This design comes from an exercise in tuning for small area, a short achievable clock period and few clock cycles per item on the open sky130 flow, not from production work.
Only simulation tests tie the RTL to the original design; equivalence was not proved.
Power figures rest on the tool's default switching activity, not on a simulated workload.

## link_parser
module link_parser #(
    parameter CTR_W = 32
) (
    input  wire             clk,
    input  wire             rst,           
    input  wire             in_valid,
    input  wire [7:0]       in_data,
    output wire             in_ready,
    output wire             out_valid,
    input  wire             out_ready,
    output wire [7:0]       out_data,
    output wire             out_last,
    output reg  [CTR_W-1:0] err_framing,
    output reg  [CTR_W-1:0] err_length,
    output reg  [CTR_W-1:0] err_crc
);
    localparam [7:0] START   = 8'hAA;
    localparam [7:0] VERSION = 8'h01;
    localparam [7:0] STOP    = 8'h55;
    localparam [7:0] MAX_LEN = 8'd240;
    localparam integer N = 245;
    localparam [2:0] S_WAIT     = 3'd0,
                     S_HDR0     = 3'd1,
                     S_HDR1     = 3'd2,
                     S_HDR2     = 3'd3,
                     S_HDR3     = 3'd4,
                     S_PAYLOAD  = 3'd5,
                     S_CHECKSUM = 3'd6,
                     S_END      = 3'd7;
    reg       in_rdy;
    reg       ir_v;
    reg [7:0] ir_d;
    assign in_ready = in_rdy;
    always @(posedge clk) begin
        ir_d <= in_data;
        if (rst) ir_v <= 1'b0;
        else     ir_v <= in_valid && in_rdy;
    end
    reg [2:0] stage;
    reg [7:0] crc;
    reg [7:0] rem;                 
    reg [7:0] crc_next;
    integer k;
    always @(*) begin
        crc_next = ((stage == S_HDR0) ? 8'h00 : crc) ^ ir_d;
        for (k = 0; k < 8; k = k + 1)
  ...
Size: about 4400 cells after synthesis, ~2300 flip-flops, roughly 120 I/O pins, roughly 71000 um2 of cells after synthesis.
Settings: LEC_CHECK=0, CAP_MARGIN=20, CORE_MARGIN=2, CORE_UTILIZATION=55, CTS_CLUSTER_DIAMETER=100, CTS_CLUSTER_SIZE=25, PLACE_DENSITY=0.6, SETUP_SLACK_MARGIN=5, SLEW_MARGIN=20; clock period 9.0 ns.
standard.sh (not shown) runs the stock make flow with config.mk's settings and CLKGATE_MAP_FILE= SYNTH_SCRIPT=/design/flow/synth_recipe.tcl, a recipe that flattens the netlist after the stock synthesis.
==> flow/flow/run.sh <==
#!/bin/bash
set -euo pipefail
bash standard.sh SETUP_SLACK_MARGIN=6 finish > flow_make.log 2>&1
The starting point produced a clean layout.
Testbench counts at the start, summed over its fixed seeds: cycles 16,576, bytes 15,426.
==> next run, changes <==
--- a/flow/config.mk
+++ b/flow/config.mk
@@ -10 +10 @@
-export CORE_UTILIZATION = 55
+export CORE_UTILIZATION = 40
Result: The new run finished with timing, DRC and antenna clean; power increases slightly; non-clock buffer count increases by 8; maximum frequency stays flat; sequential power is about the same; utilization goes down by 17 points; count of clock-buffer cells in the layout decreases by 2; via count climbs slightly; final area went up slightly; synthesized area stays the same.

* * *

== exp/violet ==
link_parser, a different RTL version from the one above (not shown whole).
Size: about 5100 cells after synthesis, ~2400 flip-flops, about 120 I/O pins, roughly 73000 um2 of cells after synthesis.
==> flow/design.v (excerpt) <==
module link_parser #(
    parameter CTR_W = 32
) (
    input  wire             clk,
    input  wire             rst,           
    input  wire             in_valid,
    input  wire [7:0]       in_data,
    output wire             in_ready,
    output wire             out_valid,
    input  wire             out_ready,
    output wire [7:0]       out_data,
    output wire             out_last,
    output reg  [CTR_W-1:0] err_framing,
    output reg  [CTR_W-1:0] err_length,
    output reg  [CTR_W-1:0] err_crc
);
==> flow/config.mk <==
export PLATFORM = sky130hd
export DESIGN_NAME = link_parser
export DESIGN_NICKNAME = link_parser
export VERILOG_FILES = /design/flow/design.v
export SDC_FILE = /design/flow/constraint.sdc
export NUM_CORES = 4
export LEC_CHECK = 0
export CAP_MARGIN = 20
export CORE_MARGIN = 2
export CORE_UTILIZATION = 40
export CTS_CLUSTER_DIAMETER = 100
export CTS_CLUSTER_SIZE = 30
export PLACE_DENSITY = 0.6
export SETUP_SLACK_MARGIN = 5
export SLEW_MARGIN = 20
==> flow/constraint.sdc <==
create_clock -name core_clock -period 9.0 [get_ports {clk}]
set_input_delay 1.8000 -clock core_clock [delete_from_list [all_inputs] [get_ports {clk}]]
set_output_delay 1.8000 -clock core_clock [all_outputs]
set_load 0.01 [all_outputs]
Scripts as last shown in full above: flow/flow/run.sh
Testbench counts of exp/violet, summed over its fixed seeds: cycles 16,576, bytes 15,426.
What exp/quartz does differently from exp/violet at the input level:
diff --git a/flow/config.mk b/flow/config.mk
--- a/flow/config.mk
+++ b/flow/config.mk
@@ -10,4 +10,2 @@
 export CORE_UTILIZATION = 40
-export CTS_CLUSTER_DIAMETER = 100
-export CTS_CLUSTER_SIZE = 30
 export PLACE_DENSITY = 0.6
==> results.txt <==
Changes observed in exp/quartz relative to exp/violet: combinational share of power lower; H-tree depth higher.
From exp/violet to exp/quartz the numbers moved as follows: number of multi-input logic gates comparable; clock share of power higher; wire length on met2 saw an increase; final worst slack increased 0.035 ns.
In exp/quartz relative to exp/violet, detailed route wirelength on metal3 had gone up by more than 10%.
Comparing exp/violet and exp/quartz, actual transition at the worst max-transition pin is higher on exp/quartz.
Overall via count from detail_route (lower): exp/violet

==> re-timing with driven ports <==
Ports are ideal in the flow. The routed layouts listed here were re-timed in OpenROAD. Step 1, drivers: a clkbuf_16 drives clk and a buf_2 each remaining input, both assumed. Step 2, shift: input delay + t, output delay - t, t = (earliest + latest rising clock arrival at the registers) / 2. This alone moves slack from input paths to output paths. Slacks: no drivers / after step 1 / after step 2; pairs: no drivers / after step 1.
run | shift t [ns] | setup WS [ns] | worst setup path after step 2 | pins driven straight from the clock port
the first run of note 1 | 0.792 | 5.458 / 5.458 / 5.304 | input to register | 1
the second run of note 1 | 0.824 | 5.457 / 5.457 / 5.433 | input to register | 1
exp/violet | 0.825 | 4.821 / 4.821 / 4.821 | register to register | 1
exp/quartz | 0.902 | 4.856 / 4.856 / 4.856 | register to register | 1
After both steps every run listed still meets setup and hold. For the first run of note 1, which loses most, drivers alone change the setup slack by 0.000 ns; drivers and shift together by -0.154 ns.
